Context: an optimization exercise on an open-source flow, tuned for small area, a short achievable clock period and few clock cycles. The choices shown serve that exercise and are no tape-out recipe.
RTL that was checked went through simulation tests only; none was proved equivalent to the original.
The RTL of runs 1, 2, 6 and 7 was laid out without a check of its function.
Power figures rest on the tool's default switching activity, not on a simulated workload.

===== flow/run.sh =====
#!/bin/bash
# synth_recipe.tcl (not shown) runs the flow's synth.tcl, then flattens the netlist and writes it again
# the make line also repeats each setting of config.mk as NAME=value (left out here)
make -C /OpenROAD-flow-scripts/flow DESIGN_CONFIG=/design/flow/config.mk WORK_HOME=/design/flow/orfs CLKGATE_MAP_FILE= SYNTH_SCRIPT=/design/flow/synth_recipe.tcl finish

===== flow/config.mk =====
export PLATFORM = sky130hd
export DESIGN_NAME = pcm_cfgderive
export DESIGN_NICKNAME = pcm_cfgderive
export VERILOG_FILES = /design/flow/design.v
export SDC_FILE = /design/flow/constraint.sdc
export NUM_CORES = 4
export LEC_CHECK = 0
export CAP_MARGIN = 20
export CORE_MARGIN = 2
export CORE_UTILIZATION = 40
export SLEW_MARGIN = 20

===== flow/constraint.sdc =====
create_clock -name core_clock -period 10.0 [get_ports {clk}]
set_input_delay 2.0000 -clock core_clock [delete_from_list [all_inputs] [get_ports {clk}]]
set_output_delay 2.0000 -clock core_clock [all_outputs]
set_load 0.01 [all_outputs]

===== flow/design.v =====
module pcm_cfgderive (
    input  wire        clk,
    input  wire        rst,           
    input  wire        start,
    output wire        ready,
    input  wire [7:0]  cfg,           
    input  wire [31:0] rate,
    input  wire [31:0] chunk,
    output reg         done,
    output wire [3:0]  result,        
    output wire [31:0] desc,          
    output wire [31:0] period,        
    output wire [31:0] chunk_eff      
);
    localparam [21:0] C2M = 22'd2000000;
    reg         run;         
    reg  [19:0] r_rate;
    reg  [19:0] rem;
    reg  [20:0] qm;          
    reg  [1:0]  dd;          
    reg  [2:0]  r_res;
    reg         d_w8, d_w16, d_sgn, d_ord;
    reg  [12:0] r_ce;
    assign ready = !run;
    wire accept = start && !run;
    wire       w8     = (cfg[4:0] == 5'd8);
    wire       w16    = (cfg[4:0] == 5'd16);
    wire       bad_w  = !(w8 || w16);
    wire       bad_s  = (cfg[6:5] == 2'd3);
    wire       bad_r  = (rate == 32'd0);
    wire       bad_c  = (|chunk[31:13]) || (chunk[12] && (|chunk[11:0]));
    wire       ok     = !(bad_w || bad_s || bad_r || bad_c);
    wire       big    = |rate[31:20];     
    wire [2:0] res_in = bad_w ? 3'd1 : bad_s ? 3'd2 : bad_r ? 3'd3 : bad_c ? 3'd4 : 3'd0;
    wire       sgn    = cfg[6] ? 1'b1 : cfg[5] ? 1'b0 : w16;
    wire        c_small = ~|chunk[12:7];
    wire [11:0] c_half  = chunk[12:1] + {11'd0, chunk[0]};
    wire [12:0] c_up    = w16 ? {c_half, 1'b0} : chunk[12:0];
    wire [12:0] ce_in   = !ok ? 13'd0 : c_small ? 13'd128 : c_up;
    reg  [20:0] mark0;
    reg  [19:0] rem0;
    reg  [1:0]  dd0;
    integer i;
    always @* begin
        mark0 = 21'd0;
        rem0  = 20'd0;
        dd0   = 2'd0;
        for (i = 0; i < 20; i = i + 1) begin
            if (rate[i] && !(|(rate[19:0] >> (i + 1)))) begin
                mark0[i + (i & 1)] = 1'b1;
                rem0 = rem0 | (C2M >> (22 - (i + (i & 1))));
                dd0  = dd0 | {C2M[21 - (i + (i & 1))], C2M[20 - (i + (i & 1))]};
            end
        end
    end
    reg  [1:0]  dd_nx;
    reg         above;
    always @* begin
        dd_nx = 2'd0;
        above = 1'b0;
        for (i = 20; i >= 0; i = i - 1) begin
            if (qm[i] && !above && (i % 2 == 0) && i <= 18)
                dd_nx = {C2M[19 - i], C2M[18 - i]};
            above = above | qm[i];
        end
    end
    wire [22:0] x   = {3'b000, rem, dd};
    wire [22:0] r1  = {3'b000, r_rate};
    wire [22:0] r2  = {2'b00, r_rate, 1'b0};
    wire [22:0] sub1 = x - r1;
    wire [22:0] sub2 = x - r2;
    wire [22:0] cs_s = x ^ ~r1 ^ ~r2;
    wire [22:0] cs_c = (x & ~r1) | (x & ~r2) | (~r1 & ~r2);
    wire [22:0] sub3 = cs_s + {cs_c[21:0], 1'b0} + 23'd2;
    wire        ge1 = !sub1[22];
    wire        ge2 = !sub2[22];
    wire        ge3 = !sub3[22];
    wire        qb1 = ge2;
    wire        qb2 = ge3 | (ge1 & !ge2);
    wire [19:0] rem2 = ge3 ? sub3[19:0] : ge2 ? sub2[19:0] : ge1 ? sub1[19:0] : x[19:0];
    always @(posedge clk) begin
        if (run) begin
            rem <= rem2;
            qm  <= {qm[18:0], qb1, qb2};
            dd  <= dd_nx;
        end else begin
            r_rate <= rate[19:0];
            rem    <= rem0;
            qm     <= !ok ? 21'd0 : big ? 21'd2 : mark0;
            dd     <= dd0;
            r_res  <= res_in;
            d_w8   <= ok && w8;
            d_w16  <= ok && w16;
            d_sgn  <= ok && sgn;
            d_ord  <= ok && cfg[7];
            r_ce   <= ce_in;
        end
    end
    always @(posedge clk) begin
        if (rst) begin
            run  <= 1'b0;
            done <= 1'b0;
        end else if (run) begin
            run  <= !qm[20];
            done <= qm[20];
        end else begin
            run  <= accept && ok && !big;
            done <= accept && !(ok && !big);
        end
    end
    wire d_ok = d_w8 | d_w16;
    assign result    = {1'b0, r_res};
    assign desc      = {7'd0, d_w8, 7'd0, d_ok, 12'd0, d_ord, d_sgn, d_w16, d_w8};
    assign period    = {12'd0, qm[20:1] + {19'd0, qm[0] && (|rem)}};
    assign chunk_eff = {19'd0, r_ce};
endmodule

==> results_dict.tcl, run 1 <==
set metrics [dict create \
    numPortBuffers 118 \
    relSlewSlack_pct 34.5 \
    status "timing/DRC/antenna clean" \
    dp_hpwl_um 18800 \
    async_flop_share_pct 0 \
    p_comb_share_pct 37.4 \
    synth_area_um2 8290 \
    seqPwrFrac_pct 34.7 \
    antenna_found_initial 0 \
    p_per_area_nw_per_um2 112 \
    ys_warn_count 1 \
    ir_drop_mv 0.0677 \
    cp.required_ps 8000 \
    min-delay-start "dd[0]" \
    clk_pin_slew_ps 60 \
    drt-total-wl_um 23400 \
    insertion_delay_ps 340 \
    synthMuxAreaShare_pct 0.754 \
    min_period_ps 5240 \
    dieWidth_um 148 \
    drtIter0Drc 446 \
    fin_setup_tns_ps 0 \
    post_cts_resize_count 0 \
    cts_tree "done" \
    fp.dieH_um 148 \
    first_global_vias 7128 \
    synth_compound_area_share_pct 18.3 \
    power_w 0.00109 \
    ys_ff_latch 85 \
    die_area_um2 21900 \
    layout_worst_path_cycle_share_pct 52.4 \
    fin_cells 1344 \
    r2r-end "rem[5]" \
    synth_adder_area_share_pct 18.4 \
    utilization_pct 47.9 \
    syn2layout_area_growth_pct 17.2 \
    r2r_slack_ps 5360 \
    final_cell_mix "clkdlybuf4s50_1 (118), ha_1 (87), nor2_1 (85)" \
    whs_ps 489 \
    cts.sinks 85 \
    cts_hold_buf 0 \
    path_class "flip-flop to output pin" \
    layout_commonest_cell "clkdlybuf4s50_1" \
    remaining_drc_errors 0 \
    synth_simple_gate_area_share_pct 20.3 \
    crit_path_start_kind "flip-flop" \
    synth_ff_type "dfxtp_1" \
    grt_usage_pct 21.6 \
    synthCells 964 \
    finalSetupViolations 0 \
    cp_max_fo 5 \
    power.internal_w 0.000716 \
    leakage_nw 4.00 \
    min_path_type "flip-flop to flip-flop" \
    n_antenna_cell 0 \
    synth_edf_count 40 \
    io_pins 177 \
    p_sw_w 0.000377 \
    rsz0062_at_grt "no" \
    finalHoldViolCount 0 \
    fmax_ghz 0.191 \
    finalNetCount 1253 \
    synth_cell_type_count 80 \
    drt-vias-per-instance 5.40 \
    ys_seq_area_share_pct 25.3 \
    grt_max_degree 56 \
    first_pass_iters 5 \
    switching_share_pct 34.5 \
    initial_core_util_pct 40.9 \
    cts_made_buffers 9 \
    slew_violations 0 \
    p_clk_share_pct 27.9 \
    drive_gt1_share_pct 4.38 \
    cts_setup_buffers 0 \
    syn_avg_cell_area_um2 8.60 \
    r2r-start "r_rate[1]" \
    crit_path_end_kind "output pin" \
    synth_xor_area_share_pct 7.08 \
    core_um2 20300 \
    worstMarginPinSlew_ps 973 \
    hold_path_end "rem[0]" \
    max_cap_violations 0 \
    overflow 0 \
    r2r_cells 14 \
    fp-row-count 52 \
    gp_congestion 0.906 \
    place_inst 1328 \
    synth_top_family_by_area "simple AND/OR/NAND/NOR gates" \
    cp.arrival_ps 3240 \
    wl_per_cell_um 17.4 \
    final.setup_skew_ps 4.35 \
    antenna_left 0 \
    vias 7256 \
    cts_max_level 3 \
    cts_root_buf "clkbuf_16" \
    grt_pass1_wl_um 37500 \
    whs_path_depth 2 \
    clk_path_buf_depth 2 \
]
-- per-layer routing --
layer	track usage (%)	up-vias	wire length (um)
met5	0	-	0
met3	3.49	24	1370
met4	7.29	0	555
met2	36.1	254	11100
met1	28.3	3378	10400
li1	-	3600	-
-- worst max-delay path, stage by stage (launching register included) --
cell	delay, ps
dfxtp_1	380
nor4_1	430
nand3_1	190
o21a_1	250
ha_1	240
ha_1	240
and3_1	200
nor2b_1	170
nand3_1	100
xnor2_1	120
clkdlybuf4s50_1	560
-- logic make-up after synthesis --
kind of cell / count (synthesis)
simple gates: 336
compound gates: 222
buf+inv: 138
fa+ha+maj: 109
flops: 85
xor+xnor: 67
mux: 6
other cells: 1
-- worst max path at each step --
stage | start | to | slack, ps | cells after the start
2_1_floorplan | rate[19] | r_ce[10] | 6090 | 8
3_3_place_gp | rate[18] | qm[0] | 4980 | 10
3_5_place_dp | rate[18] | r_ce[4] | 4890 | 9
4_1_cts | rem[17] | period[18] | 4690 | 10
5_1_grt | rem[17] | period[16] | 4550 | 10
6_report | rem[17] | period[18] | 4760 | 10
-- cell type report --
| type | instances | area [um2] |
|---|---|---|
| clock buffer | 12 | 236 |
| clock inverter | 4 | 25.0 |
| timing repair buffer | 123 | 1220 |
| multi-input combinational | 798 | 5610 |
| tap | 270 | 338 |
| fill | 1998 | 10600 |
| sequential | 85 | 2100 |
| inverter | 52 | 195 |
-- stage by stage --
stage	cell area (um2)	worst slack [ps]
6_report	9720	4760
5_1_grt	9720	4550
4_1_cts	9720	4690
3_5_place_dp	9460	4890
3_3_place_gp	9460	4980
2_1_floorplan	8510	6090
-- cells in the mapped netlist (4+ instances only) --
master     n  share of area [%]
nand2b_1   7               0.53
a31oi_1   10               0.75
nor4_1    23                1.7
dfxtp_1   45                 11
a21o_1    10               0.91
a21oi_1   52                3.1
nor2_1    85                3.8
or4_1      5               0.45
a311o_1    7               0.84
buf_4     66                6.0
o211ai_1   7               0.63
edfxtp_1  40                 14
nand4_1   18                1.4
a21oi_2    5               0.53
xnor2_1   45                4.8
or3_1      7               0.53
buf_2      5               0.30
mux2i_1    4               0.48
ha_1      87                 13
o21ai_1    4               0.24
inv_1     51                2.3
o22ai_1    5               0.38
and2_1    11               0.83
nor2b_1   13               0.98
a211oi_1   9               0.81
nand3_1   29                1.8
o21bai_1   5               0.45
o21a_1    10               0.91
nand2_1   83                3.8
o41ai_1    5               0.53
a221oi_1   4               0.42
nor3_1    17                1.0
o31ai_1    8               0.72
xor2_1    22                2.3
and3_1    11               0.83
o21ai_0   44                2.7
or2_2      7               0.53
clkbuf_1   9               0.41
fa_1      22                5.3
-- power groups by stage --
| stage | sequential, W | clock [W] | combinational, W |
|---|---|---|---|
| after floorplan | 0.000384 | 0 | 0.000313 |
| after global placement | 0.000387 | 0 | 0.000403 |
| after detailed placement | 0.000387 | 0 | 0.000402 |
| after CTS | 0.000379 | 0.000310 | 0.000406 |
| after global routing | 0.000380 | 0.000326 | 0.000456 |
| final | 0.000379 | 0.000305 | 0.000409 |
-- state kept, by name, summed over array words and instances, names as in the netlist --
signal	cells
run	1
r_ce	13
d_sgn	1
d_w8	1
d_w16	1
r_rate	20
done	1
r_res	3
rem	20
dd	2
qm	21
d_ord	1
==> run 2, diff against run 1 <==
--- a/flow/design.v
+++ b/flow/design.v
@@ -18,6 +18,7 @@
     reg  [19:0] rem;
     reg  [20:0] qm;          
     reg  [1:0]  dd;          
+    reg         r_exact;     
     reg  [2:0]  r_res;
     reg         d_w8, d_w16, d_sgn, d_ord;
     reg  [12:0] r_ce;
@@ -33,6 +34,8 @@
     wire       big    = |rate[31:20];     
     wire [2:0] res_in = bad_w ? 3'd1 : bad_s ? 3'd2 : bad_r ? 3'd3 : bad_c ? 3'd4 : 3'd0;
     wire       sgn    = cfg[6] ? 1'b1 : cfg[5] ? 1'b0 : w16;
+    wire       exact  = (rate == 32'd128)   || (rate == 32'd640)   || (rate == 32'd3200) ||
+                        (rate == 32'd16000) || (rate == 32'd80000) || (rate == 32'd400000);
     wire        c_small = ~|chunk[12:7];
     wire [11:0] c_half  = chunk[12:1] + {11'd0, chunk[0]};
     wire [12:0] c_up    = w16 ? {c_half, 1'b0} : chunk[12:0];
@@ -78,15 +81,19 @@
     wire        qb1 = ge2;
     wire        qb2 = ge3 | (ge1 & !ge2);
     wire [19:0] rem2 = ge3 ? sub3[19:0] : ge2 ? sub2[19:0] : ge1 ? sub1[19:0] : x[19:0];
+    wire        rnd   = qb2 && !r_exact;
+    wire [18:0] hi_p1 = qm[18:0] + 19'd1;
+    wire [19:0] p_fin = (qb1 && rnd) ? {hi_p1, 1'b0} : {qm[18:0], qb1 | rnd};
     always @(posedge clk) begin
         if (run) begin
             rem <= rem2;
-            qm  <= {qm[18:0], qb1, qb2};
+            qm  <= qm[20] ? {1'b0, p_fin} : {qm[18:0], qb1, qb2};
             dd  <= dd_nx;
         end else begin
             r_rate <= rate[19:0];
             rem    <= rem0;
-            qm     <= !ok ? 21'd0 : big ? 21'd2 : mark0;
+            qm     <= !ok ? 21'd0 : big ? 21'd1 : mark0;
+            r_exact <= exact;
             dd     <= dd0;
             r_res  <= res_in;
             d_w8   <= ok && w8;
@@ -111,6 +118,6 @@
     wire d_ok = d_w8 | d_w16;
     assign result    = {1'b0, r_res};
     assign desc      = {7'd0, d_w8, 7'd0, d_ok, 12'd0, d_ord, d_sgn, d_w16, d_w8};
-    assign period    = {12'd0, qm[20:1] + {19'd0, qm[0] && (|rem)}};
+    assign period    = {12'd0, qm[19:0]};
     assign chunk_eff = {19'd0, r_ce};
 endmodule
==> flow/flow/run.sh (new file) <==
#!/bin/bash
# Layout flow: the standard ORFS flow (standard.sh), with
#  - port buffers of a small cell instead of the resizer's default pick,
#  - a clock tree of smaller buffers without dummy loads,
#  - repair_timing aiming at a setup margin below the clock period.
# Each make run's full output goes to a log file in this folder.
set -uo pipefail
MARGIN=${MARGIN:-6.5}
export BUFFER_PORTS_ARGS="-buffer_cell sky130_fd_sc_hd__buf_2"
export CTS_ARGS="-sink_clustering_enable -repair_clock_nets -buf_list {sky130_fd_sc_hd__clkbuf_4 sky130_fd_sc_hd__clkbuf_8} -dont_use_dummy_load"
bash standard.sh SETUP_SLACK_MARGIN=$MARGIN finish > standard.log 2>&1
==> flow/standard.sh (new file) <==
#!/bin/bash
# synth_recipe.tcl (not shown) runs the flow's synth.tcl, then flattens the netlist and writes it again
# the make line also repeats each setting of config.mk as NAME=value (left out here)
make -C /OpenROAD-flow-scripts/flow DESIGN_CONFIG=/design/flow/config.mk WORK_HOME=/design/flow/orfs CLKGATE_MAP_FILE= SYNTH_SCRIPT=/design/flow/synth_recipe.tcl "${@:-finish}"
--- a/flow/config.mk
+++ b/flow/config.mk
@@ -5,6 +5,7 @@
 export SDC_FILE = /design/flow/constraint.sdc
 export NUM_CORES = 4
 export LEC_CHECK = 0
+export ABC_CLOCK_PERIOD_IN_PS = 3500
 export CAP_MARGIN = 20
 export CORE_MARGIN = 2
 export CORE_UTILIZATION = 40
removed: flow/run.sh
==> run 2 against run 1 <==
Net effect:
- critical path depth grew 14
- core utilization grew 1.8 points
- setup slack gained 680 ps
- synthesized cell count grew 6.6%
- non-clock buffer count grew 67
- register-to-register slack gained 80 ps
==> results_dict.tcl, run 2 <==
set metrics [dict create \
    yosys-top-cells-area "edfxtp_1 (14%), ha_1 (13%), dfxtp_1 (10%)" \
    grt_usage_pct 21.5 \
    cts_root_buf "clkbuf_8" \
    clk_pin_slew_ps 100 \
    async_flop_share_pct 0 \
    fp.dieH_um 151 \
    dp_slack_ps 4840 \
    synthCells 1028 \
    layout_worst_path_cycle_share_pct 45.6 \
    overflow 0 \
    insertion_delay_ps 390 \
    cp_max_fo 4 \
    cts_made_buffers 9 \
    ys_ff_latch 86 \
    crit_path_start_kind "flip-flop" \
    remaining_drc_errors 0 \
    rsz0062_at_grt "yes" \
    critPathTopFamily "adder cells" \
    first_global_vias 7278 \
    grt_max_degree 40 \
    finalNetCount 1361 \
    antenna_found_initial 0 \
    final.setup_skew_ps 27.3 \
    fmax_ghz 0.219 \
    synth_area_leader_cell "edfxtp_1" \
    largest_reg_flops 21 \
    worstMarginPinSlew_ps 817 \
    synth_ff_type "dfxtp_1" \
    gp_congestion 0.889 \
    drtIter0Drc 517 \
    grtUsageMet1_pct 30.7 \
    met3_usage_pct 2.62 \
    initial_core_util_pct 41.0 \
    path_cells "inv_2, fa_1, inv_1, ha_2, inv_2, ha_4, fa_2, a211oi_2, o211a_1, nor2_2, o21ai_2, o211ai_1, nand3_4, nor2_4, nor2_4, ha_4, nand4_1, nor2_2, and3_4, and3_4, nand4_1, mux2i_1, a211o_1, o31ai_1" \
    register_area_um2 2140 \
    dp_hpwl_um 18800 \
    whs_ps 528 \
    cts_max_level 3 \
    io_pins 177 \
    power_w 0.00109 \
    min_path_type "flip-flop to flip-flop" \
    syn_avg_cell_area_um2 8.44 \
    status "timing/DRC/antenna clean" \
    fin_setup_tns_ps 0 \
    synthTopCellsByCount "nor2_1 (101), ha_1 (87), buf_4 (86), inv_1 (74), nand2_1 (69)" \
    max_cap_violations 0 \
    seqPwrFrac_pct 35.4 \
    drt-total-wl_um 25200 \
    grt_pass1_wl_um 38300 \
    cp.arrival_ps 4870 \
    netlist.area_leader.share_pct 14.2 \
    cts.sinks 86 \
    p_sw_w 0.000409 \
    numPortBuffers 118 \
    wl_per_cell_um 17.4 \
    cts_hold_buf 0 \
    largestRegisters "qm (21), r_rate (20), rem (20)" \
    ir_drop_mv 0.0555 \
    multiInputGateArea_um2 6340 \
    fp-row-count 53 \
    utilization_pct 49.6 \
    die_area_um2 22900 \
    syn2layout_area_growth_pct 21.1 \
    dieWidth_um 151 \
    worst-path-buf-inv 3 \
    gr-usage-met2_pct 34.2 \
    clk_path_buf_depth 2 \
    ys_seq_area_share_pct 24.6 \
    switching_share_pct 37.6 \
    crit_path_max_incr_delay_ps 420 \
    crit_path_end_kind "flip-flop" \
    synth_edf_count 41 \
    min_period_ps 4560 \
    p_per_area_nw_per_um2 103 \
    p_clk_share_pct 18.9 \
    layout_setup_ws_ps 5440 \
    n_antenna_cell 0 \
    core_um2 21200 \
    cp.required_ps 10310 \
    drt-vias-per-instance 5.48 \
    cts_tree "done" \
    layout_commonest_cell "buf_2" \
    slew_violations 0 \
    power.internal_w 0.000678 \
    fill_cells 1997 \
    regMostFlops "qm" \
    relSlewSlack_pct 44.8 \
    finalSetupViolations 0 \
    drive_gt1_share_pct 27.1 \
    path_class "flip-flop to flip-flop" \
    busiest_layer "met2" \
    ys_warn_count 1 \
    synth_cell_type_count 84 \
    vias 7946 \
    critPathSlowestCell "fa_1" \
    synth_area_um2 8670 \
    synth_most_common_cell "nor2_1" \
    finalHoldViolCount 0 \
    final_cell_mix "buf_2 (116), nor2_1 (83), ha_1 (70)" \
    antenna_left 0 \
    leakage_nw 4.58 \
    first_pass_iters 5 \
    p_comb_share_pct 45.7 \
]
-- run 2: cell families after synthesis --
group | share of synthesized area, %
and+or+nand+nor | 18.1
xor gates and xnor gates | 6.36
DFF | 24.6
adders and majority gates | 17.6
buffers and inverters | 11.9
muxes | 1.92
other | 0.0432
AOI/OAI and AO/OA | 19.5
-- run 2: layer usage --
metal	vias up	wire length, um
li1	3873	-
met1	3776	11600
met2	275	11800
met3	22	1510
met4	0	317
met5	-	0
-- run 2: final cells by class --
| cell class | count | area share (%) |
|---|---|---|
| timing repair buffer | 190 | 11.9 |
| clock buffer | 9 | 1.18 |
| sequential | 86 | 20.4 |
| tap | 275 | 3.28 |
| multi-input combinational | 814 | 60.3 |
| inverter | 76 | 2.95 |
-- run 2: worst paths after layout --
| check | start | to | slack [ps] | cells after the start |
|---|---|---|---|---|
| setup / recovery | r_rate[1] | qm[18] | 5440 | 24 |
| hold / removal | dd[0] | rem[0] | 530 | 2 |
| setup reg to reg | r_rate[1] | qm[18] | 5440 | 24 |
| hold reg to reg | dd[0] | rem[0] | 530 | 2 |
-- run 2: through the flow --
stage	instance area, um2	cells
global placement	9230	1373
finish	10500	1450
detailed placement	9230	1373
global route	10500	1450
CTS	9940	1421
floorplan	9040	1085
-- run 2: repair_timing --
item                                    in CTS  in global routing
endpoints found under the setup margin      62                 63
hold endpoints to repair                     0                  0
gates resized for setup                     68                 74
pin swaps                                   29                 38
buffers inserted                            39                 29
-- run 2: power groups by stage --
stage	Sequential [W]	Clock [W]	Combinational (W)
4_1_cts	0.000384	0.000209	0.000440
5_1_grt	0.000386	0.000218	0.000542
3_3_place_gp	0.000392	0	0.000390
3_5_place_dp	0.000392	0	0.000390
2_1_floorplan	0.000389	0	0.000312
6_report	0.000384	0.000205	0.000497
-- run 2: worst reg2reg max path, cell delays in order (launching register included) --
cell and delay (ps):
edfxtp_1 400, inv_2 120, fa_1 420, inv_1 80, ha_2 180, inv_2 50
ha_4 160, fa_2 410, a211oi_2 260, o211a_1 210, nor2_2 60, o21ai_2 170
o211ai_1 170, nand3_4 160, nor2_4 50, nor2_4 130, ha_4 160, nand4_1 130
nor2_2 190, and3_4 210, and3_4 180, nand4_1 120, mux2i_1 150, a211o_1 300
o31ai_1 60
==> run 3, diff against run 2 <==
--- a/flow/design.v
+++ b/flow/design.v
@@ -81,18 +81,19 @@
     wire        qb1 = ge2;
     wire        qb2 = ge3 | (ge1 & !ge2);
     wire [19:0] rem2 = ge3 ? sub3[19:0] : ge2 ? sub2[19:0] : ge1 ? sub1[19:0] : x[19:0];
+    wire        fin   = qm[20];
     wire        rnd   = qb2 && !r_exact;
     wire [18:0] hi_p1 = qm[18:0] + 19'd1;
-    wire [19:0] p_fin = (qb1 && rnd) ? {hi_p1, 1'b0} : {qm[18:0], qb1 | rnd};
+    wire [18:0] hi_nx = (fin && ge3 && !r_exact) ? hi_p1 : qm[18:0];
     always @(posedge clk) begin
         if (run) begin
             rem <= rem2;
-            qm  <= qm[20] ? {1'b0, p_fin} : {qm[18:0], qb1, qb2};
+            qm  <= {hi_nx, fin ? qb1 ^ rnd : qb1, qb2};
             dd  <= dd_nx;
         end else begin
             r_rate <= rate[19:0];
             rem    <= rem0;
-            qm     <= !ok ? 21'd0 : big ? 21'd1 : mark0;
+            qm     <= !ok ? 21'd0 : big ? 21'd2 : mark0;
             r_exact <= exact;
             dd     <= dd0;
             r_res  <= res_in;
@@ -118,6 +119,6 @@
     wire d_ok = d_w8 | d_w16;
     assign result    = {1'b0, r_res};
     assign desc      = {7'd0, d_w8, 7'd0, d_ok, 12'd0, d_ord, d_sgn, d_w16, d_w8};
-    assign period    = {12'd0, qm[19:0]};
+    assign period    = {12'd0, qm[20:1]};
     assign chunk_eff = {19'd0, r_ce};
 endmodule
--- a/flow/flow/run.sh
+++ b/flow/flow/run.sh
@@ -5,7 +5,7 @@
 #  - repair_timing aiming at a setup margin below the clock period.
 # Each make run's full output goes to a log file in this folder.
 set -uo pipefail
-MARGIN=${MARGIN:-6.5}
+MARGIN=${MARGIN:-6}
 export BUFFER_PORTS_ARGS="-buffer_cell sky130_fd_sc_hd__buf_2"
 export CTS_ARGS="-sink_clustering_enable -repair_clock_nets -buf_list {sky130_fd_sc_hd__clkbuf_4 sky130_fd_sc_hd__clkbuf_8} -dont_use_dummy_load"
 bash standard.sh SETUP_SLACK_MARGIN=$MARGIN finish > standard.log 2>&1
--- a/flow/config.mk
+++ b/flow/config.mk
@@ -5,7 +5,7 @@
 export SDC_FILE = /design/flow/constraint.sdc
 export NUM_CORES = 4
 export LEC_CHECK = 0
-export ABC_CLOCK_PERIOD_IN_PS = 3500
+export ABC_CLOCK_PERIOD_IN_PS = 4000
 export CAP_MARGIN = 20
 export CORE_MARGIN = 2
 export CORE_UTILIZATION = 40
==> run 3 against run 2 <==
Net effect:
- global-route usage down 1.1 points
- still clean
- register-to-register slack improved by 750 ps
- synthesized area rose by 0.78%
- routed wire length decreased by 3.3%
- first-iteration DRC count down 18%
- critical path depth fell by 13
- worst hold slack better by 45 ps
- largest cell class unchanged
- critical endpoint unchanged
- count of clock-buffer cells in the layout unchanged
- power fell by 3.3%
==> results_dict.tcl, run 3 <==
set metrics [dict create \
    synth_area_leader_cell "edfxtp_1" \
    p_per_area_nw_per_um2 108 \
    async_flop_share_pct 0 \
    dp_hpwl_um 19200 \
    yosys-top-cells-area "edfxtp_1 (14%), ha_1 (12%), dfxtp_1 (10%)" \
    synth_area_um2 8740 \
    whs_path_depth 2 \
    drive_gt1_share_pct 19.0 \
    cts_tree "done" \
    worst-path-buf-inv 2 \
    synthMuxAreaShare_pct 1.53 \
    synth_ff_type "dfxtp_1" \
    largestRegisters "qm (21), r_rate (20), rem (20)" \
    fp-row-count 54 \
    fp.dieH_um 152 \
    path_class "input port to flip-flop" \
    path_cells "buf_2, inv_12, ha_4, or4b_1, or4_4, a21oi_4, nand4b_4, or2_4, nor4_2, a31oi_1, nand3_1" \
    synth_edf_count 41 \
    finalSetupViolations 0 \
    grt_pass1_wl_um 38400 \
    synth_simple_gate_area_share_pct 18.9 \
    syn_avg_cell_area_um2 8.50 \
    worstMarginPinSlew_ps 917 \
    gp_congestion 0.933 \
    regMostFlops "qm" \
    grt_usage_pct 20.4 \
    rsz0062_at_grt "no" \
    clk_path_buf_depth 2 \
    synth_cell_type_count 81 \
    crit_path_start_kind "input port" \
    cp_max_fo 7 \
    status "timing/DRC/antenna clean" \
    die_area_um2 23000 \
    wl_per_cell_um 17.4 \
    cts.sinks 86 \
    final_cell_mix "buf_2 (118), ha_1 (83), nor2_1 (81)" \
    drtIter0Drc 425 \
    synthCells 1028 \
    drt-vias-per-instance 5.53 \
    max_cap_violations 0 \
    insertion_delay_ps 380 \
    overflow 0 \
    crit_path_max_incr_delay_ps 440 \
    initial_core_util_pct 40.4 \
    antenna_left 0 \
    vias 7755 \
    cp.required_ps 10330 \
    synthTopCellsByCount "buf_4 (87), ha_1 (86), nor2_1 (81), inv_1 (66), nand2_1 (63)" \
    cts_made_buffers 9 \
    cp_num_cells 11 \
    fin_cells 1403 \
    n_antenna_cell 0 \
    synth_compound_area_share_pct 20.4 \
    min_period_ps 3900 \
    synth_xor_area_share_pct 5.91 \
    leakage_nw 4.21 \
    ys_warn_count 1 \
    remaining_drc_errors 0 \
    core_um2 21600 \
    dieWidth_um 152 \
    first_global_vias 7428 \
    slew_violations 0 \
    critPathSlowestCell "or4_4" \
    synth_adder_area_share_pct 17.4 \
    grt_max_degree 73 \
    ys_ff_latch 86 \
    finalNetCount 1308 \
    fmax_ghz 0.256 \
    final.setup_skew_ps 26.6 \
    cts_hold_buf 0 \
    cp.arrival_ps 4230 \
    ir_drop_mv 0.0569 \
    largest_reg_flops 21 \
    layout_commonest_cell "buf_2" \
    whs_ps 573 \
    place_inst 1381 \
    numPortBuffers 118 \
    r2r_cells 14 \
    layout_worst_path_cycle_share_pct 39.0 \
    min_path_type "flip-flop to flip-flop" \
    drt-total-wl_um 24300 \
    fin_setup_tns_ps 0 \
    clk_pin_slew_ps 90 \
    synth_most_common_cell "buf_4" \
    crit_path_end_kind "flip-flop" \
    cts_max_level 3 \
    finalHoldViolCount 0 \
    synth_top_family_by_area "compound AO/OA/AOI/OAI gates" \
    relSlewSlack_pct 38.9 \
    first_pass_iters 5 \
    syn2layout_area_growth_pct 11.7 \
    cts_root_buf "clkbuf_8" \
    io_pins 177 \
    ys_seq_area_share_pct 24.4 \
    antenna_found_initial 0 \
    critPathTopFamily "simple AND/OR/NAND/NOR gates" \
    netlist.area_leader.share_pct 14.1 \
]
## run 3: changes by cell type after synthesis, moves of 9 or more
cell | previous run | this run
o21a_1 | 6 | 18
xor2_1 | 31 | 20
a32oi_1 | 11 | 0
nor2_1 | 101 | 81
nor3_1 | 24 | 33
## run 3: layout make-up
| cell class | count | area, um2 |
|---|---|---|
| clock buffers | 9 | 124 |
| fillers | 2159 | 11900 |
| inverters | 66 | 263 |
| multi-input cells | 823 | 6110 |
| flip-flops and latches | 86 | 2130 |
| well taps | 280 | 350 |
| repair buffers | 139 | 786 |
## run 3: path summary, 6_finish.rpt
check	startpoint	to	slack, ps
min	qm[17]	qm[19]	570
min reg2reg	qm[17]	qm[19]	570
max reg2reg	r_rate[6]	rem[6]	6190
max	chunk[0]	qm[18]	6100
## run 3: cells by family (layout without fill, tap and decap cells)
family	after synthesis	in the layout
AO/OA/AOI/OAI	259	259
XOR/XNOR	59	59
adder cells (fa/ha/maj)	108	108
buffers and inverters	176	214
flip-flops	86	86
multiplexers	13	13
other	1	58
AND/OR/NAND/NOR	326	326
## run 3: report_power, final
group	switching (W)	total, W	internal [W]
logic	0.000277	0.000467	0.000189
clock network	0.000120	0.000201	0.0000808
registers	0.00000860	0.000383	0.000375
## run 3: tightest hold or removal path: stages (launching register included)
cell	delay [ps]
dfxtp_1	350
xnor2_1	150
nor2_1	30
## run 3: through the flow
step           cell area, um2  total power [W]  worst slack (ps)  utilization (%)
2_1_floorplan            9000         0.000713              5900                -
3_3_place_gp             9250         0.000805              5440             42.8
3_5_place_dp             9250         0.000805              5360             42.8
4_1_cts                  9550          0.00103              5970             44.2
5_1_grt                  9760          0.00111              5990             45.2
6_report                 9760          0.00105              6100             45.2
## run 3: timing repair
action,in CTS,in global routing
setup buffers,8,5
pin swaps,4,11
setup endpoints to repair,48,53
gates resized for setup,19,29
endpoints found under the hold margin,0,0
## run 3: per-layer routing
metal / global-route usage (%) / up-vias / wire (um)
met3: 2.57 / 33 / 1300
met1: 27.6 / 3656 / 11000
li1: - / 3820 / -
met2: 33.9 / 246 / 11400
met4: 6.63 / 0 / 580
met5: 0 / - / 0
Testbench counts of run 3, summed over its fixed seeds: cycles 6,097.
==> run 4, diff against run 3 <==
==> flow/flow/run.sh (replaced) <==
#!/bin/bash
# Layout flow: the standard ORFS flow (standard.sh) with its standard
# synthesis, changed only in how the layout is optimised:
#  - port buffers of sky130_fd_sc_hd__buf_1 instead of the resizer's pick,
#  - a clock tree of clkbuf_4/clkbuf_8 buffers without dummy loads,
#  - repair_timing aiming at a setup margin of MARGIN ns.
# The make run's full output goes to standard.log in this folder; ORFS's
# per-step logs stay under orfs/logs.
set -uo pipefail
MARGIN=6.5
export BUFFER_PORTS_ARGS="-buffer_cell sky130_fd_sc_hd__buf_1"
export CTS_ARGS="-sink_clustering_enable -repair_clock_nets -buf_list {sky130_fd_sc_hd__clkbuf_4 sky130_fd_sc_hd__clkbuf_8} -dont_use_dummy_load"
bash standard.sh SETUP_SLACK_MARGIN=$MARGIN finish > standard.log 2>&1
--- a/flow/config.mk
+++ b/flow/config.mk
@@ -5,7 +5,7 @@
 export SDC_FILE = /design/flow/constraint.sdc
 export NUM_CORES = 4
 export LEC_CHECK = 0
-export ABC_CLOCK_PERIOD_IN_PS = 4000
+export ABC_CLOCK_PERIOD_IN_PS = 3500
 export CAP_MARGIN = 20
 export CORE_MARGIN = 2
 export CORE_UTILIZATION = 40
==> run 4 against run 3 <==
Net effect:
- still clean
- die area is the same
- clock power is essentially flat
- power grew 15%
- clock skew grew 2.4 ps
- sequential share of layout area shrank 1.8 points
- first-iteration DRC count grew 39%
- sequential power is essentially flat
- count of clock-buffer cells in the layout is the same
- worst hold slack lost 17 ps
- routed wire length grew 8.9%
- core utilization grew 4.1 points
- largest power group unchanged
==> results_dict.tcl, run 4 <==
set metrics [dict create \
    rsz0062_at_grt "yes" \
    synth_area_leader_cell "edfxtp_1" \
    drt-total-wl_um 26500 \
    synthTopCellsByCount "buf_4 (87), ha_1 (86), nor2_1 (81), inv_1 (66), nand2_1 (63)" \
    leakage_nw 4.24 \
    grt_pass1_wl_um 41700 \
    cts_max_level 3 \
    cp.required_ps 10290 \
    dp_hpwl_um 19300 \
    drive_gt1_share_pct 18.2 \
    place_inst 1380 \
    post_dp_cell_area_um2 9170 \
    grt_max_degree 73 \
    final.setup_skew_ps 29.0 \
    initial_core_util_pct 40.4 \
    cts_hold_buf 0 \
    ir_drop_mv 0.0597 \
    fp-row-count 54 \
    dp_slack_ps 5410 \
    cp_max_fo 4 \
    io_pins 177 \
    status "timing/DRC/antenna clean" \
    wl_per_cell_um 18.2 \
    vias 8171 \
    synth_most_common_cell "buf_4" \
    stdcell_area_um2 10600 \
    min_period_ps 3870 \
    cts_root_buf "clkbuf_8" \
    grt_usage_pct 22.2 \
    largestRegisters "qm (21), r_rate (20), rem (20)" \
    r2r-end "qm[16]" \
    finalHoldViolCount 0 \
    path_class "input port to flip-flop" \
    regMostFlops "qm" \
    finalNetCount 1359 \
    slew_violations 0 \
    gp_congestion 0.887 \
    ys_warn_count 1 \
    max_cap_violations 0 \
    syn_avg_cell_area_um2 8.50 \
    cts.sinks 86 \
    worstMarginPinSlew_ps 941 \
    numPortBuffers 118 \
    synth_ff_type "dfxtp_1" \
    fin_setup_tns_ps 0 \
    p_per_area_nw_per_um2 113 \
    crit_path_start_kind "input port" \
    final_cell_mix "buf_1 (115), ha_1 (75), nor2_1 (68)" \
    antenna_found_initial 0 \
    synth_area_um2 8740 \
    relSlewSlack_pct 37.3 \
    min_path_type "flip-flop to flip-flop" \
    antenna_left 0 \
    n_antenna_cell 0 \
    fp.dieH_um 152 \
    dieWidth_um 152 \
    die_area_um2 23000 \
    cp.arrival_ps 4170 \
    core_um2 21600 \
    endpoint "qm[14]" \
    crit_path_end_kind "flip-flop" \
    largest_reg_flops 21 \
    synthCells 1028 \
    layout_setup_ws_ps 6130 \
    drtIter0Drc 590 \
    first_pass_iters 5 \
    startpoint "chunk[0]" \
    cts_made_buffers 9 \
    overflow 0 \
    drt-vias-per-instance 5.62 \
    ys_ff_latch 86 \
    clk_pin_slew_ps 100 \
    layout_worst_path_cycle_share_pct 38.7 \
    remaining_drc_errors 0 \
    netlist.area_leader.share_pct 14.1 \
    finalSetupViolations 0 \
    syn2layout_area_growth_pct 21.7 \
    synth_cell_type_count 81 \
    first_global_vias 7839 \
    utilization_pct 49.2 \
    clk_path_buf_depth 2 \
    r2r_cells 15 \
    synth_edf_count 41 \
    async_flop_share_pct 0 \
    fin_cells 1454 \
    fmax_ghz 0.258 \
    cts_tree "done" \
    insertion_delay_ps 370 \
    r2r_slack_ps 6220 \
    r2r-start "r_rate[6]" \
    ys_seq_area_share_pct 24.4 \
    layout_commonest_cell "buf_1" \
    yosys-top-cells-area "edfxtp_1 (14%), ha_1 (12%), dfxtp_1 (10%)" \
]
run 4: logic make-up after synthesis:
kind of cell | synth area share [%]
muxes | 1.53
AOI/OAI and AO/OA | 20.4
and+or+nand+nor | 18.9
other | 0.0429
adders and majority gates | 17.4
DFF | 24.4
buffers and inverters | 11.5
xor gates and xnor gates | 5.91
run 4: per-layer routing:
| metal | routed length, um | up-vias | GRT usage [%] |
|---|---|---|---|
| li1 | - | 3928 | - |
| met1 | 11400 | 3894 | 29.6 |
| met2 | 12700 | 305 | 37.2 |
| met3 | 1760 | 44 | 3.28 |
| met4 | 620 | 0 | 6.68 |
| met5 | 0 | - | 0 |
run 4: final cells by class:
cell class,count,area (um2)
Timing Repair Buffer,184,1140
Clock buffer,9,124
Sequential cell,86,2140
Fill cell,2092,11000
Inverter,66,263
Multi-Input combinational cell,829,6620
Tap cell,280,350
run 4: critical path, stage by stage:
cell      delay, ps
buf_12          110
inv_12           40
ha_4            110
or4b_4          440
or4_4           450
a21oi_4         180
nand4b_4        130
buf_4           170
buf_6           110
or2_4           250
o22ai_1         170
run 4: how the worst min path moves through the flow:
stage | start | endpoint | slack [ps] | depth (start not counted)
detailed placement | qm[17] | qm[19] | 560 | 2
global placement | qm[17] | qm[19] | 550 | 2
global route | qm[17] | qm[19] | 580 | 2
finish | qm[17] | qm[19] | 560 | 2
floorplan | qm[5] | qm[7] | 520 | 2
CTS | qm[17] | qm[19] | 580 | 2
run 4: per-stage QoR:
| stage | hold slack (ps) | total power (W) |
|---|---|---|
| 2_1_floorplan | 522 | 0.000729 |
| 3_3_place_gp | 550 | 0.000814 |
| 3_5_place_dp | 562 | 0.000817 |
| 4_1_cts | 576 | 0.00116 |
| 5_1_grt | 582 | 0.00127 |
| 6_report | 556 | 0.00120 |
run 4: repair_timing:
action,4_1_cts,5_1_grt
gates resized for setup,116,55
setup endpoints to repair,61,62
buffers inserted,46,13
gates cloned,6,0
pin swaps,50,34
endpoints found under the hold margin,0,0
run 4: power breakdown:
part | leakage [nW] | internal (W) | switching [W]
logic | 3.34 | 0.000276 | 0.000343
registers | 0.834 | 0.000375 | 0.00000873
clock network | 0.0647 | 0.0000809 | 0.000120
total | 4.24 | 0.000732 | 0.000472
==> run 5, diff against run 4 <==
--- a/flow/flow/run.sh
+++ b/flow/flow/run.sh
@@ -7,7 +7,7 @@
 # The make run's full output goes to standard.log in this folder; ORFS's
 # per-step logs stay under orfs/logs.
 set -uo pipefail
-MARGIN=6.5
+MARGIN=6
 export BUFFER_PORTS_ARGS="-buffer_cell sky130_fd_sc_hd__buf_1"
 export CTS_ARGS="-sink_clustering_enable -repair_clock_nets -buf_list {sky130_fd_sc_hd__clkbuf_4 sky130_fd_sc_hd__clkbuf_8} -dont_use_dummy_load"
 bash standard.sh SETUP_SLACK_MARGIN=$MARGIN finish > standard.log 2>&1
--- a/flow/config.mk
+++ b/flow/config.mk
@@ -5,7 +5,7 @@
 export SDC_FILE = /design/flow/constraint.sdc
 export NUM_CORES = 4
 export LEC_CHECK = 0
-export ABC_CLOCK_PERIOD_IN_PS = 3500
+export ABC_CLOCK_PERIOD_IN_PS = 4000
 export CAP_MARGIN = 20
 export CORE_MARGIN = 2
 export CORE_UTILIZATION = 40
==> run 5 against run 4 <==
Net effect:
- still clean on timing, DRC and antenna
- sequential power about the same
- routed wire length down 8.5%
- combinational power down 25%
- final area down 9.9%
- clock power about the same
- worst hold slack better by 20 ps
- clock skew down 6.0 ps
- core utilization down 4.9 points
- register-to-register slack worse by 130 ps
- global-route usage down 2.0 points
- final cell count down 3.5%
- critical path type unchanged
- largest cell class unchanged
==> results_dict.tcl, run 5 <==
set metrics [dict create \
    synthMuxAreaShare_pct 1.53 \
    grt_usage_pct 20.2 \
    max_cap_violations 0 \
    leakage_nw 3.82 \
    final_cell_mix "buf_1 (116), ha_1 (83), nor2_1 (81)" \
    cts_hold_buf 0 \
    hold_path_end "qm[19]" \
    layout_commonest_cell "buf_1" \
    netlist.area_leader.share_pct 14.1 \
    place_inst 1381 \
    synth_most_common_cell "buf_4" \
    dieWidth_um 152 \
    synth_top_family_by_area "compound AO/OA/AOI/OAI gates" \
    wl_per_cell_um 17.3 \
    grt_pass1_wl_um 38500 \
    rsz0062_at_grt "yes" \
    path_cells "clkbuf_4, inv_12, ha_4, or4b_1, or4_4, a21oi_4, nand4b_4, or2_4, or3_1, o21ai_1" \
    largest_reg_flops 21 \
    remaining_drc_errors 0 \
    fin_setup_tns_ps 0 \
    core_um2 21600 \
    clk_pin_slew_ps 90 \
    worstMarginPinSlew_ps 912 \
    antenna_left 0 \
    synthTopCellsByCount "buf_4 (87), ha_1 (86), nor2_1 (81), inv_1 (66), nand2_1 (63)" \
    gp_congestion 0.865 \
    insertion_delay_ps 370 \
    min_period_ps 3950 \
    finalSetupViolations 0 \
    synthCells 1028 \
    drt-vias-per-instance 5.55 \
    synth_area_um2 8740 \
    critPathTopFamily "simple AND/OR/NAND/NOR gates" \
    r2r-end "rem[14]" \
    ir_drop_mv 0.0580 \
    overflow 0 \
    syn_avg_cell_area_um2 8.50 \
    syn2layout_area_growth_pct 9.72 \
    cts_root_buf "clkbuf_8" \
    min-delay-start "qm[17]" \
    cts_made_buffers 9 \
    cp.required_ps 10280 \
    slew_violations 0 \
    final.setup_skew_ps 23.0 \
    drt-total-wl_um 24300 \
    met3_usage_pct 3.02 \
    fin_cells 1403 \
    crit_path_end_kind "flip-flop" \
    first_global_vias 7455 \
    cp_max_fo 6 \
    gr-usage-met2_pct 33.6 \
    die_area_um2 23000 \
    first_pass_iters 6 \
    ys_seq_area_share_pct 24.4 \
    utilization_pct 44.4 \
    whs_ps 576 \
    finalHoldViolCount 0 \
    fp.dieH_um 152 \
    relSlewSlack_pct 39.2 \
    grtUsageMet1_pct 27.8 \
    antenna_found_initial 0 \
    synth_adder_area_share_pct 17.4 \
    initial_core_util_pct 40.4 \
    async_flop_share_pct 0 \
    yosys-top-cells-area "edfxtp_1 (14%), ha_1 (12%), dfxtp_1 (10%)" \
    io_pins 177 \
    crit_path_max_incr_delay_ps 440 \
    p_per_area_nw_per_um2 109 \
    drtIter0Drc 570 \
    synth_ff_type "dfxtp_1" \
    finalNetCount 1308 \
    drive_gt1_share_pct 8.82 \
    ys_warn_count 1 \
    critPathSlowestCell "or4_4" \
    numPortBuffers 118 \
    busiest_layer "met2" \
    worst-path-buf-inv 2 \
    grt_max_degree 73 \
    synth_compound_area_share_pct 20.4 \
    fill_cells 2180 \
    largestRegisters "qm (21), r_rate (20), rem (20)" \
    vias 7789 \
    whs_path_depth 2 \
    r2r_slack_ps 6090 \
    dp_hpwl_um 18800 \
    synth_cell_type_count 81 \
    layout_worst_path_cycle_share_pct 39.5 \
    synth_area_leader_cell "edfxtp_1" \
    path_class "input port to flip-flop" \
    fp-row-count 54 \
    cts_tree "done" \
    cts_max_level 3 \
    r2r-start "r_rate[6]" \
    min_path_type "flip-flop to flip-flop" \
    clk_path_buf_depth 2 \
    ys_ff_latch 86 \
    synth_xor_area_share_pct 5.91 \
    r2r_cells 14 \
    crit_path_start_kind "input port" \
    regMostFlops "qm" \
    synth_simple_gate_area_share_pct 18.9 \
    cp.arrival_ps 4230 \
    cts.sinks 86 \
    synth_edf_count 41 \
    n_antenna_cell 0 \
    status "timing/DRC/antenna clean" \
    fmax_ghz 0.253 \
]
-- run 5: logic make-up after synthesis --
kind of cell	Yosys count
xor+xnor	59
simple gates	326
other cells	1
fa+ha+maj	108
compound gates	259
flops	86
mux	13
buf+inv	176
-- run 5: cell type report --
type	instances	area, um2	share of cell area (%)
Clock buffer	9	124	1.29
Timing Repair Buffer	139	618	6.45
Multi-Input combinational cell	823	6100	63.6
Inverter	66	263	2.74
Tap cell	280	350	3.65
Sequential cell	86	2130	22.3
-- run 5: power breakdown --
group | switching [W] | internal, W
logic | 0.000278 | 0.000185
clock network | 0.000121 | 0.0000809
registers | 0.00000858 | 0.000375
total | 0.000408 | 0.000641
-- run 5: what timing repair did --
| action | CTS | global route |
|---|---|---|
| setup buffers | 6 | 7 |
| endpoints found under the setup margin | 48 | 52 |
| resized for setup | 25 | 29 |
| pin swaps | 4 | 11 |
-- run 5: routing by layer --
layer  part of all wire, %  up-vias
met2                    47      250
met3                   5.8       40
met1                    45     3687
li1                      -     3812
met5                     0        -
met4                   1.9        0
-- run 5: worst min-delay path, stage by stage, from the launching register on --
cell and delay, ps:
dfxtp_1 350, xnor2_1 130, nor2_1 70
-- run 5: metrics by stage --
| stage | worst slack [ps] | power [W] | cell area (um2) |
|---|---|---|---|
| floorplan | 5900 | 0.000713 | 9000 |
| global placement | 5370 | 0.000799 | 9100 |
| detailed placement | 5300 | 0.000798 | 9100 |
| CTS | 5980 | 0.00102 | 9400 |
| global route | 5910 | 0.00111 | 9590 |
| finish | 6050 | 0.00105 | 9590 |
-- run 5: how the worst max path moves through the flow --
stage              start  endpoint  slack, ps  cells past startpoint
2_1_floorplan   chunk[0]     qm[8]       5900                     10
3_3_place_gp    rate[19]    qm[18]       5370                     10
3_5_place_dp    rate[19]    qm[18]       5300                     10
4_1_cts        r_rate[1]    rem[5]       5980                     14
5_1_grt        r_rate[1]    qm[12]       5910                     14
6_report        chunk[0]     qm[8]       6050                     10
==> run 6, diff against run 5 <==
--- a/flow/design.v
+++ b/flow/design.v
@@ -39,7 +39,7 @@
     wire        c_small = ~|chunk[12:7];
     wire [11:0] c_half  = chunk[12:1] + {11'd0, chunk[0]};
     wire [12:0] c_up    = w16 ? {c_half, 1'b0} : chunk[12:0];
-    wire [12:0] ce_in   = !ok ? 13'd0 : c_small ? 13'd128 : c_up;
+    wire [12:0] ce_in   = c_small ? 13'd128 : c_up;
     reg  [20:0] mark0;
     reg  [19:0] rem0;
     reg  [1:0]  dd0;
@@ -70,11 +70,10 @@
     wire [22:0] x   = {3'b000, rem, dd};
     wire [22:0] r1  = {3'b000, r_rate};
     wire [22:0] r2  = {2'b00, r_rate, 1'b0};
+    wire [22:0] r3   = r1 + r2;
     wire [22:0] sub1 = x - r1;
     wire [22:0] sub2 = x - r2;
-    wire [22:0] cs_s = x ^ ~r1 ^ ~r2;
-    wire [22:0] cs_c = (x & ~r1) | (x & ~r2) | (~r1 & ~r2);
-    wire [22:0] sub3 = cs_s + {cs_c[21:0], 1'b0} + 23'd2;
+    wire [22:0] sub3 = x - r3;
     wire        ge1 = !sub1[22];
     wire        ge2 = !sub2[22];
     wire        ge3 = !sub3[22];
@@ -93,7 +92,7 @@
         end else begin
             r_rate <= rate[19:0];
             rem    <= rem0;
-            qm     <= !ok ? 21'd0 : big ? 21'd2 : mark0;
+            qm     <= big ? 21'd2 : mark0;
             r_exact <= exact;
             dd     <= dd0;
             r_res  <= res_in;
@@ -119,6 +118,6 @@
     wire d_ok = d_w8 | d_w16;
     assign result    = {1'b0, r_res};
     assign desc      = {7'd0, d_w8, 7'd0, d_ok, 12'd0, d_ord, d_sgn, d_w16, d_w8};
-    assign period    = {12'd0, qm[20:1]};
-    assign chunk_eff = {19'd0, r_ce};
+    assign period    = {12'd0, qm[20:1] & {20{d_ok}}};
+    assign chunk_eff = {19'd0, r_ce & {13{d_ok}}};
 endmodule
--- a/flow/config.mk
+++ b/flow/config.mk
@@ -5,7 +5,6 @@
 export SDC_FILE = /design/flow/constraint.sdc
 export NUM_CORES = 4
 export LEC_CHECK = 0
-export ABC_CLOCK_PERIOD_IN_PS = 4000
 export CAP_MARGIN = 20
 export CORE_MARGIN = 2
 export CORE_UTILIZATION = 40
==> run 6 against run 5 <==
Net effect:
- power shrank 9.9%
- synthesized area shrank 5.1%
- register-to-register slack is essentially flat
- clock skew grew 0.79 ps
- sequential share of layout area grew 1.8 points
- combinational power shrank 24%
- still clean
- synthesized cell count shrank 4.3%
- sequential power grew 1%
- routed wire length shrank 4.1%
- largest power group is now sequential cells
- worst hold slack lost 58 ps
- clock power is essentially flat
==> results_dict.tcl, run 6 <==
set metrics [dict create \
    crit_path_start_kind "flip-flop" \
    final.setup_skew_ps 23.8 \
    drt-met1-wl_um 10000 \
    cp.required_ps 10250 \
    finalHoldViolCount 0 \
    remaining_drc_errors 0 \
    synth_area_leader_cell "edfxtp_1" \
    fp-row-count 52 \
    grt_usage_pct 21.5 \
    fp.dieH_um 148 \
    synth_ff_type "dfxtp_1" \
    max_cap_violations 0 \
    grt_pass1_wl_um 37400 \
    final_cell_mix "buf_1 (118), nor2_1 (84), nand2_1 (76)" \
    wl_met2_um 11200 \
    vias 7395 \
    fin_cells 1357 \
    power_w 0.000945 \
    io_pins 177 \
    syn_avg_cell_area_um2 8.43 \
    dp_hpwl_um 18600 \
    overflow 0 \
    yosys-top-cells-area "edfxtp_1 (15%), dfxtp_1 (11%), ha_1 (10%)" \
    largest_reg_flops 21 \
    top_layer "met5" \
    synth_most_common_cell "nor2_1" \
    drt-vias-per-instance 5.45 \
    drtIter0Drc 465 \
    syn2layout_area_growth_pct 7.01 \
    first_global_vias 7119 \
    synthCells 984 \
    grt_max_degree 49 \
    netlist.area_leader.share_pct 14.8 \
    drt-total-wl_um 23300 \
    async_flop_share_pct 0 \
    synth_cell_type_count 82 \
    cts_tree "done" \
    ys_warn_count 1 \
    p_per_area_nw_per_um2 106 \
    cts_root_buf "clkbuf_8" \
    drive_gt1_share_pct 4.61 \
    core_um2 20300 \
    synth_area_um2 8300 \
    place_inst 1346 \
    status "timing/DRC/antenna clean" \
    utilization_pct 43.7 \
    ys_ff_latch 86 \
    fill_cells 2087 \
    worstMarginPinSlew_ps 956 \
    ys_seq_area_share_pct 25.7 \
    routed-wl-met3_um 1570 \
    regMostFlops "qm" \
    clk_pin_slew_ps 80 \
    relSlewSlack_pct 35.8 \
    slew_violations 0 \
    cts_max_level 3 \
    fmax_ghz 0.256 \
    cts.sinks 86 \
    antenna_left 0 \
    rsz0062_at_grt "yes" \
    crit_path_end_kind "flip-flop" \
    layout_worst_path_cycle_share_pct 39.1 \
    cts_made_buffers 9 \
    leakage_nw 3.49 \
    clk_path_buf_depth 2 \
    largestRegisters "qm (21), r_rate (20), rem (20)" \
    cp_max_fo 7 \
    min_path_type "flip-flop to flip-flop" \
    numPortBuffers 118 \
    finalSetupViolations 0 \
    die_area_um2 21900 \
    gp_congestion 0.895 \
    ir_drop_mv 0.0656 \
    insertion_delay_ps 390 \
    finalNetCount 1250 \
    cp.arrival_ps 4170 \
    synthTopCellsByCount "nor2_1 (86), nand2_1 (76), a21oi_1 (70), ha_1 (67), buf_4 (65)" \
    first_pass_iters 4 \
    wl_per_cell_um 17.1 \
    path_class "flip-flop to flip-flop" \
    initial_core_util_pct 40.9 \
    synth_edf_count 41 \
    min_period_ps 3910 \
    fin_setup_tns_ps 0 \
    layout_commonest_cell "buf_1" \
    antenna_found_initial 3 \
    cts_hold_buf 0 \
    dieWidth_um 148 \
]
==> run 6: cell count changes in the layout (fill, tap and decap cells not counted), sizes merged, moves of 8 or more <==
cell	delta
nand3	-16
buf	-15
xor2	+17
xnor2	-11
a21oi	+8
inv	-24
nand2	+13
nor2b	+30
ha	-19
o21ai	+13
==> run 6: final timing paths <==
path,startpoint,end,slack [ps],cells after the start
setup / recovery,r_rate[5],rem[5],6090,12
hold / removal,qm[17],qm[19],520,2
setup reg to reg,r_rate[5],rem[5],6090,12
hold reg to reg,qm[17],qm[19],520,2
==> run 6: final cells by class <==
cell class | count | area [um2] | area share, %
Multi-Input combinational cell | 826 | 5640 | 63.6
Timing Repair Buffer | 122 | 477 | 5.37
Antenna cell | 2 | 5.00 | 0.0564
Tap cell | 270 | 338 | 3.81
Inverter | 42 | 158 | 1.78
Sequential cell | 86 | 2130 | 24.0
Clock buffer | 9 | 124 | 1.40
==> run 6: per-stage QoR <==
step	worst slack, ps	hold WS [ps]	instance area [um2]
floorplan	6370	469	8510
global placement	5680	502	8710
detailed placement	5600	509	8720
CTS	6060	525	8850
global route	5820	563	8870
finish	6090	517	8880
==> run 6: logic make-up after synthesis <==
logic type	count (synthesis)	synth area share, %
AND/OR/NAND/NOR	358	22.2
AO/OA/AOI/OAI	249	19.7
buffers and inverters	129	9.16
adder cells (fa/ha/maj)	88	15.2
flip-flops	86	25.7
XOR/XNOR	65	6.86
multiplexers	8	1.09
other	1	0.0452
==> run 6: power by group <==
part	switching [W]	internal, W
Combinational	0.000213	0.000141
Clock	0.000123	0.0000808
Sequential	0.00000836	0.000379
==> run 6: metal layers <==
layer | vias to the layer above | GRT usage [%]
met5 | - | 0
met4 | 4 | 6.81
met2 | 231 | 37.0
li1 | 3666 | -
met1 | 3464 | 26.9
met3 | 30 | 4.78
==> run 6: critical path, stage by stage, from the launching register on <==
cell      delay [ps]
edfxtp_1         360
inv_1            170
fa_1             450
ha_1             380
a211oi_1         330
o21bai_1         170
nor4_2           370
nor3_2           130
o211ai_2         240
and2_1           370
nand2_1          340
a211oi_1         380
nor3_1           100
==> run 6: repair_timing <==
action,in CTS,in global routing
gates resized for setup,1,4
endpoints found under the setup margin,1,17
pin swaps,0,1
buffers inserted,0,0
hold endpoints to repair,0,0
==> run 7, diff against run 6 <==
--- a/flow/flow/run.sh
+++ b/flow/flow/run.sh
@@ -7,7 +7,7 @@
 # The make run's full output goes to standard.log in this folder; ORFS's
 # per-step logs stay under orfs/logs.
 set -uo pipefail
-MARGIN=6
+MARGIN=5.5
 export BUFFER_PORTS_ARGS="-buffer_cell sky130_fd_sc_hd__buf_1"
 export CTS_ARGS="-sink_clustering_enable -repair_clock_nets -buf_list {sky130_fd_sc_hd__clkbuf_4 sky130_fd_sc_hd__clkbuf_8} -dont_use_dummy_load"
 bash standard.sh SETUP_SLACK_MARGIN=$MARGIN finish > standard.log 2>&1
==> run 7 against run 6 <==
Net effect:
- setup slack worse by 120 ps
- global-route usage down 0.40 points
- power down 0.94%
- core utilization down 0.16 points
- synthesized cell count unchanged
- synthesized area unchanged
- die area unchanged
- clock skew down 2.1 ps
- sequential share of layout area up 0.088 points
- count of clock-buffer cells in the layout unchanged
- non-clock buffer count down 1
- critical path type unchanged
- critical endpoint is now rem[17]
- largest cell class unchanged
- highest routed layer unchanged
==> results_dict.tcl, run 7 <==
set metrics [dict create \
    rsz0062_at_grt "no" \
    first_global_vias 7104 \
    remaining_drc_errors 0 \
    max_cap_violations 0 \
    leakage_nw 3.48 \
    drive_gt1_share_pct 4.24 \
    finalHoldViolCount 0 \
    syn2layout_area_growth_pct 6.62 \
    first_pass_iters 5 \
    synthTopCellsByCount "nor2_1 (86), nand2_1 (76), a21oi_1 (70), ha_1 (67), buf_4 (65)" \
    dp_hpwl_um 18300 \
    critPathSlowestCell "nor2_1" \
    grt_max_degree 51 \
    async_flop_share_pct 0 \
    wl_per_cell_um 16.9 \
    cts_tree "done" \
    dieWidth_um 148 \
    crit_path_end_kind "flip-flop" \
    largest_reg_flops 21 \
    synth_most_common_cell "nor2_1" \
    post_dp_cell_area_um2 8710 \
    min_period_ps 4030 \
    synth_cell_type_count 82 \
    layout_setup_ws_ps 5970 \
    numPortBuffers 118 \
    yosys-top-cells-area "edfxtp_1 (15%), dfxtp_1 (11%), ha_1 (10%)" \
    antenna_found_initial 3 \
    synth_area_um2 8300 \
    cts_root_buf "clkbuf_8" \
    cts.sinks 86 \
    cts_hold_buf 0 \
    crit_path_start_kind "flip-flop" \
    cts_setup_buffers 0 \
    utilization_pct 43.6 \
    relSlewSlack_pct 30.4 \
    min_path_type "flip-flop to flip-flop" \
    cp.arrival_ps 4310 \
    fp-row-count 52 \
    synth_edf_count 41 \
    insertion_delay_ps 380 \
    netlist.area_leader.share_pct 14.8 \
    cts_made_buffers 9 \
    slew_violations 0 \
    initial_core_util_pct 40.9 \
    syn_avg_cell_area_um2 8.43 \
    fill_cells 2135 \
    dp_slack_ps 5620 \
    register_area_um2 2130 \
    io_pins 177 \
    fp.dieH_um 148 \
    ys_ff_latch 86 \
    layout_commonest_cell "buf_1" \
    status "timing/DRC/antenna clean" \
    gp_congestion 0.847 \
    ys_seq_area_share_pct 25.7 \
    antenna_left 0 \
    cts_max_level 3 \
    synth_ff_type "dfxtp_1" \
    multiInputGateArea_um2 5630 \
    post_cts_resize_count 0 \
    stdcell_area_um2 8840 \
    vias 7309 \
    drt-total-wl_um 22900 \
    grt_usage_pct 21.1 \
    final.setup_skew_ps 21.7 \
    regMostFlops "qm" \
    fin_setup_tns_ps 0 \
    clk_pin_slew_ps 90 \
    ir_drop_mv 0.0686 \
    path_cells "inv_1, fa_1, ha_1, a211oi_1, o21bai_1, nor4_2, nor3_2, o211ai_2, nand2_2, nor2_1, o311ai_0, o221a_2" \
    fmax_ghz 0.248 \
    synthCells 984 \
    grt_pass1_wl_um 36600 \
    cp_max_fo 19 \
    cp.required_ps 10280 \
    crit_path_max_incr_delay_ps 480 \
    die_area_um2 21900 \
    overflow 0 \
    final_cell_mix "buf_1 (118), nor2_1 (85), nand2_1 (76)" \
    drt-vias-per-instance 5.39 \
    finalSetupViolations 0 \
    layout_worst_path_cycle_share_pct 40.3 \
    drtIter0Drc 444 \
    clk_path_buf_depth 2 \
    p_per_area_nw_per_um2 106 \
    finalNetCount 1249 \
    ys_warn_count 1 \
    worstMarginPinSlew_ps 1040 \
    path_class "flip-flop to flip-flop" \
    synth_area_leader_cell "edfxtp_1" \
    core_um2 20300 \
    largestRegisters "qm (21), r_rate (20), rem (20)" \
]
==> run 7: logic make-up after synthesis <==
kind of cell | synth area share, %
mux | 1.09
xor+xnor | 6.86
fa+ha+maj | 15.2
compound gates | 19.7
flops | 25.7
other cells | 0.0452
simple gates | 22.2
buf+inv | 9.16
==> run 7: path summary, 6_finish.rpt <==
check,startpoint,end,slack [ps],cells after the start
hold reg to reg,qm[15],qm[17],510,2
setup / recovery,r_rate[6],rem[17],5970,12
hold / removal,qm[15],qm[17],510,2
setup reg to reg,r_rate[6],rem[17],5970,12
==> run 7: area by class of cell <==
class                           instances  area share (%)
Sequential cell                        86            24.1
Tap cell                              270            3.82
Multi-Input combinational cell        826            63.6
Clock buffer                            9            1.40
Antenna cell                            1          0.0283
Timing Repair Buffer                  121            5.26
Inverter                               42            1.78
==> run 7: critical path, delay by kind of cell, from the launching register on <==
family | cells | cell delay [ps]
and+or+nand+nor | 4 | 1400
AOI/OAI and AO/OA | 5 | 1140
adders and majority gates | 2 | 850
DFF | 1 | 370
buffers and inverters | 1 | 190
==> run 7: metal layers <==
layer	track usage (%)	vias up	wire length, um
li1	-	3657	-
met1	26.3	3402	9790
met2	36.8	213	11100
met3	4.38	31	1530
met4	6.43	6	435
met5	0	-	39
==> run 7: where the power goes <==
group          switching [W]  internal (W)  leakage, nW
logic               0.000210      0.000140         2.61
registers         0.00000854      0.000379        0.811
clock network       0.000118     0.0000807       0.0647
total               0.000336      0.000600         3.48
==> run 7: metrics by stage <==
step / power [W] / cells / hold WS (ps)
after floorplan: 0.000675 / 1041 / 469
after global placement: 0.000739 / 1345 / 495
after detailed placement: 0.000740 / 1345 / 506
after CTS: 0.000940 / 1354 / 517
after global routing: 0.000997 / 1354 / 533
final: 0.000936 / 1355 / 510

[what the ideal ports hide]
The results above use ideal ports. As a check the final layouts listed here were re-extracted and re-timed, cells and wires unchanged.
Step 1: set_driving_cell puts a clkbuf_16 on clk and a buf_2 on each other input, an assumption about the parent block.
Step 2 adds t to the input delays and takes it off the output delays; t is the mean of the earliest and latest rising clock arrival at the registers after step 1. Input paths then give back, and output paths get back, about the clock's delay inside the block.
a / b / c = no drivers / after step 1 / after step 2; a / b = the first two.
run | t, ns | setup WS [ns] | worst hold slack (ns) | worst setup path after step 2 | clock arrival spread, ns
run 1 | 0.385 | 4.761 / 4.718 / 4.913 | 0.489 / 0.489 / 0.489 | input to register | 0.005 / 0.006
run 2 | 0.416 | 5.438 / 5.438 / 5.438 | 0.528 / 0.528 / 0.528 | register to register | 0.027 / 0.028
run 3 | 0.391 | 6.098 / 6.105 / 5.714 | 0.573 / 0.573 / 0.573 | input to register | 0.027 / 0.026
run 4 | 0.398 | 6.127 / 6.114 / 5.716 | 0.556 / 0.556 / 0.556 | input to register | 0.029 / 0.029
run 5 | 0.389 | 6.047 / 6.052 / 5.664 | 0.576 / 0.576 / 0.576 | input to register | 0.023 / 0.023
run 6 | 0.412 | 6.087 / 6.087 / 5.842 | 0.517 / 0.517 / 0.517 | input to register | 0.025 / 0.024
run 7 | 0.406 | 5.965 / 5.965 / 5.619 | 0.510 / 0.510 / 0.510 | input to register | 0.022 / 0.022
After both steps setup and hold are still met in every run listed. For run 4, which loses most, drivers alone change the setup slack by -0.013 ns; drivers and shift together by -0.411 ns.
